This design comes from an exercise in tuning for small area and few clock cycles on the open sky130 flow, not from production work. In this exercise RTL edits were held to simulation tests only and were not proved equivalent to the original. Power figures rest on the tool's default switching activity, not on a simulated workload.

05-19:
// gree_ir_codec
module gree_ir_codec (
    input  wire        clk,
    input  wire        rst,           
    input  wire        cmd_valid,
    output wire        cmd_ready,
    input  wire [31:0] cmd_word,
    input  wire [63:0] cmd_din,
    output wire        rsp_valid,
    output wire        rsp_illegal,
    output wire [63:0] rsp_val,
    output wire        tx_valid,
    input  wire        tx_ready,
    output wire        tx_mark,
    output wire [31:0] tx_dur,
    output wire [7:0]  rx_addr,
    input  wire [31:0] rx_data,
    input  wire [15:0] rx_len
);
    localparam [31:0] T_HDR_MARK   = 32'd9000;
    localparam [31:0] T_HDR_SPACE  = 32'd4500;
    localparam [31:0] T_BIT_MARK   = 32'd620;
    localparam [31:0] T_ONE_SPACE  = 32'd1600;
    localparam [31:0] T_ZERO_SPACE = 32'd540;
    localparam [31:0] T_GAP        = 32'd19000;
    localparam [31:0] T_MSG        = 32'd19000;
    localparam [63:0] RESET_IMAGE  = 64'h5000200050200900;
    localparam [31:0] HM_LO = ((T_HDR_MARK + 50) * 75) / 100;
    localparam [31:0] HM_HI = ((T_HDR_MARK + 50) * 125 + 99) / 100;
    localparam [31:0] BM_LO = ((T_BIT_MARK + 50) * 75) / 100;
    localparam [31:0] BM_HI = ((T_BIT_MARK + 50) * 125 + 99) / 100;
    localparam [31:0] HS_LO = ((T_HDR_SPACE - 50) * 75) / 100;
    localparam [31:0] HS_HI = ((T_HDR_SPACE - 50) * 125 + 99) / 100;
    localparam [31:0] OS_LO = ((T_ONE_SPACE - 50) * 75) / 100;
    localparam [31:0] OS_HI = ((T_ONE_SPACE - 50) * 125 + 99) / 100;
    localparam [31:0] ZS_LO = ((T_ZERO_SPACE - 50) * 75) / 100;
    localparam [31:0] ZS_HI = ((T_ZERO_SPACE - 50) * 125 + 99) / 100;
    localparam [31:0] MSG_LO = (T_MSG * 75) / 100;
    localparam [7:0] OP_NOP        = 8'h00;
  ...
clock: 6.0 ns
lec_check: 0
cap_margin: 20
core_margin: 2
core_utilization: 50
slew_margin: 20
standard.sh (not shown) runs the stock make flow with config.mk's settings and CLKGATE_MAP_FILE= SYNTH_SCRIPT=/design/flow/synth_recipe.tcl, a recipe that flattens the netlist after the stock synthesis.
==> flow/flow/run.sh <==
#!/bin/bash
# Layout flow: the standard ORFS flow with three changes.
#  1. Synthesis maps the logic with an area-oriented ABC script (flow/abc_map.script)
#     in place of ORFS's delay-oriented one; everything else in synthesis is the
#     standard script, so the registers are the standard synthesis's.
#  2. Port buffers are sky130_fd_sc_hd__buf_1 cells.
#  3. CTS uses small clock buffers and no dummy loads.
# Each step's output goes to its own log file in this folder.
set -euo pipefail
W=$(pwd)
rm -rf "$W/scripts_area"
cp -r "$FLOW_HOME/scripts" "$W/scripts_area"
cp "$W/flow/abc_map.script" "$W/scripts_area/abc_speed.script"

bash "$W/standard.sh" "SCRIPTS_DIR=$W/scripts_area" synth > "$W/log_1_synth.txt" 2>&1
bash "$W/standard.sh" \
  "BUFFER_PORTS_ARGS=-buffer_cell sky130_fd_sc_hd__buf_1" \
  "CTS_ARGS=-sink_clustering_enable -sink_clustering_size 8 -sink_clustering_max_diameter 40 -repair_clock_nets -dont_use_dummy_load -root_buf sky130_fd_sc_hd__clkbuf_8 -buf_list {sky130_fd_sc_hd__clkbuf_4 sky130_fd_sc_hd__clkbuf_8}" \
  finish > "$W/log_2_layout.txt" 2>&1
==> flow/flow/abc_map.script <==
&get -n
&st
&dch
&nf -R 1000
&put
mfs2
strash
&get -n
&st
&dch
&nf -R 1000
&put
mfs2
strash
&get -n
&st
&dch
&nf -R 1000
&put
mfs2
strash
&get -n
&st
&dch
&nf -R 1000
&put
mfs2
strash
&get -n
&st
&dch
&nf -R 1000
&put
mfs2
strash
&get -n
&st
&dch
&nf -R 1000
&put
mfs2
strash
&get -n
&dch
&nf -R 1000
&put
topo
stime -c
05-19 ended with every stage complete and zero timing, DRC or antenna violations.
Testbench counts of 05-19, summed over its fixed seeds: cycles 481,055.
Inputs modified between 05-19 and 10-16:
-- flow/flow/run.sh --
<<< 05-19, line 17
  "BUFFER_PORTS_ARGS=-buffer_cell sky130_fd_sc_hd__buf_1" \
  "CTS_ARGS=-sink_clustering_enable -sink_clustering_size 8 -sink_clustering_max_diameter 40 -repair_clock_nets -dont_use_dummy_load -root_buf sky130_fd_sc_hd__clkbuf_8 -buf_list {sky130_fd_sc_hd__clkbuf_4 sky130_fd_sc_hd__clkbuf_8}" \
  finish > "$W/log_2_layout.txt" 2>&1
>>> 10-16, line 17
  "BUFFER_PORTS_ARGS=-buffer_cell sky130_fd_sc_hd__buf_1" \
  "CTS_ARGS=-sink_clustering_enable -sink_clustering_size 40 -sink_clustering_max_diameter 150 -sink_clustering_levels 1 -repair_clock_nets -dont_use_dummy_load -buf_list sky130_fd_sc_hd__clkbuf_8" \
  finish > "$W/log_2_layout.txt" 2>&1
Notes after the runs:
10-16 -> 05-19: buffer count from post-CTS setup fixing delta 0, exact match. Reported for 05-19 and 10-16, full die area turned out identical to the last digit. Maximum frequency: 10-16 vs 05-19 identical. Wire length on met3 of 05-19 is on par with 10-16. 05-19 -> 10-16: final cell count flat. [compare] base=05-19 new=10-16: critical path depth has remained practically unchanged, remaining global-route overflow has remained practically unchanged.

---

Another version of the RTL of gree_ir_codec (not shown whole).
Size: about 1000 cells after synthesis, roughly 160 flip-flops, about 0.0096 mm² of cells after synthesis.
export LEC_CHECK = 0
export CAP_MARGIN = 0
export CORE_MARGIN = 2
export CORE_UTILIZATION = 50
export SLEW_MARGIN = 0
create_clock -name core_clock -period 6.0 [get_ports {clk}]
==> flow/flow/run.sh <==
#!/bin/bash
# Layout flow: the standard ORFS flow with three changes.
#  1. Synthesis maps the logic with an area-oriented ABC script (flow/abc_map.script)
#     in place of ORFS's delay-oriented one; everything else in synthesis is the
#     standard script, so the registers are the standard synthesis's.
#  2. Port buffers are sky130_fd_sc_hd__buf_1 cells.
#  3. CTS uses small clock buffers and no dummy loads.
# Each step's output goes to its own log file in this folder.
set -euo pipefail
W=$(pwd)
rm -rf "$W/scripts_area"
cp -r "$FLOW_HOME/scripts" "$W/scripts_area"
cp "$W/flow/abc_map.script" "$W/scripts_area/abc_speed.script"

bash "$W/standard.sh" "SCRIPTS_DIR=$W/scripts_area" synth > "$W/log_1_synth.txt" 2>&1
bash "$W/standard.sh" \
  "BUFFER_PORTS_ARGS=-buffer_cell sky130_fd_sc_hd__buf_1" \
  "CTS_ARGS=-sink_clustering_enable -repair_clock_nets -dont_use_dummy_load -buf_list sky130_fd_sc_hd__clkbuf_8" \
  finish > "$W/log_2_layout.txt" 2>&1
Scripts as last shown in full above: flow/flow/abc_map.script
Testbench counts at the start, summed over its fixed seeds: cycles 481,055.
Next try:
--- a/flow/config.mk
+++ b/flow/config.mk
@@ -7,5 +7,5 @@
 export LEC_CHECK = 0
-export CAP_MARGIN = 0
+export CAP_MARGIN = 20
 export CORE_MARGIN = 2
 export CORE_UTILIZATION = 50
-export SLEW_MARGIN = 0
+export SLEW_MARGIN = 20
Effect: Non-clock buffer count stays the same. Total power stays the same. Worst hold slack stays the same. Core utilization is unchanged. Final area does not change. Synthesized cell count does not change.

---

== rev 12 ==
Another version of the RTL of gree_ir_codec (not shown whole).
Size in the first run: roughly 1100 cells after synthesis, about 260 I/O pins, about 9700 um2 of cells after synthesis.
clock: 6.0 ns
lec_check: 0
cap_margin: 20
core_margin: 2
core_utilization: 50
slew_margin: 20
Scripts as last shown in full above: flow/flow/run.sh, flow/flow/abc_map.script
Rev 12: PASS, flow complete, no timing, DRC or antenna violations
Testbench counts of rev 12, summed over its fixed seeds: cycles 482,311.
For rev 13, these inputs were changed with respect to rev 12:
==> flow/flow/abc_map.script <==
&get -n
&st
&dch
&nf -R 1000
&put
mfs2
strash
&get -n
&dch
&nf -R 1000
&put
mfs2
strash
&get -n
&dch
&nf -R 1000
&put
mfs2
strash
&get -n
&dch
&nf -R 1000
&put
mfs2
strash
&get -n
&dch
&nf -R 1000
&put
topo
stime -c
Notes after the runs:
Layout-stage area growth over the synthesis result, rev 12 and rev 13: higher on rev 12. Compared rev 13 against rev 12; post-synthesis simple-gate area fraction within noise. In the tables for rev 12 and rev 13, part of the cycle the worst path needs reads higher with rev 13. | proportion of register bits with asynchronous set or reset after synthesis | rev 13 vs rev 12 | ≈ equal |.

-- afterwards: timing with drivers on the ports --
The flow's constraints put no driver on any port. The routed layouts listed below were extracted and timed again, unchanged, in two steps. Step 1 sets driving cells, clkbuf_16 on the clock port and buf_2 on the other inputs (assumed; they add their load-dependent delay and slew). Step 2 adds t to the input delays and takes it off the output delays; t is the mean of the earliest and latest rising clock arrival at the registers after step 1. Input paths then give back, and output paths get back, about the clock's delay inside the block. Three values: no drivers, after step 1, after step 2; two values: the first two.
run | t (ns) | setup WS [ns] | hold slack, ns | worst setup path after step 2 | clock arrival spread, ns
05-19 | 0.489 | 0.289 / 0.310 / -0.179 | 0.440 / 0.440 / 0.440 | input to register | 0.031 / 0.031
10-16 | 0.489 | 0.289 / 0.310 / -0.179 | 0.440 / 0.440 / 0.440 | input to register | 0.031 / 0.031
the first run of note 2 | 0.504 | 0.268 / 0.282 / -0.223 | 0.451 / 0.451 / 0.451 | input to register | 0.049 / 0.049
the second run of note 2 | 0.504 | 0.268 / 0.282 / -0.223 | 0.451 / 0.451 / 0.451 | input to register | 0.049 / 0.049
rev 12 | 0.494 | 0.627 / 0.650 / 0.156 | 0.441 / 0.441 / 0.441 | input to register | 0.035 / 0.036
rev 13 | 0.494 | 0.414 / 0.434 / -0.060 | 0.436 / 0.436 / 0.436 | input to register | 0.044 / 0.044
With both steps, setup timing fails in 5 of these runs, where it was met with ideal ports.
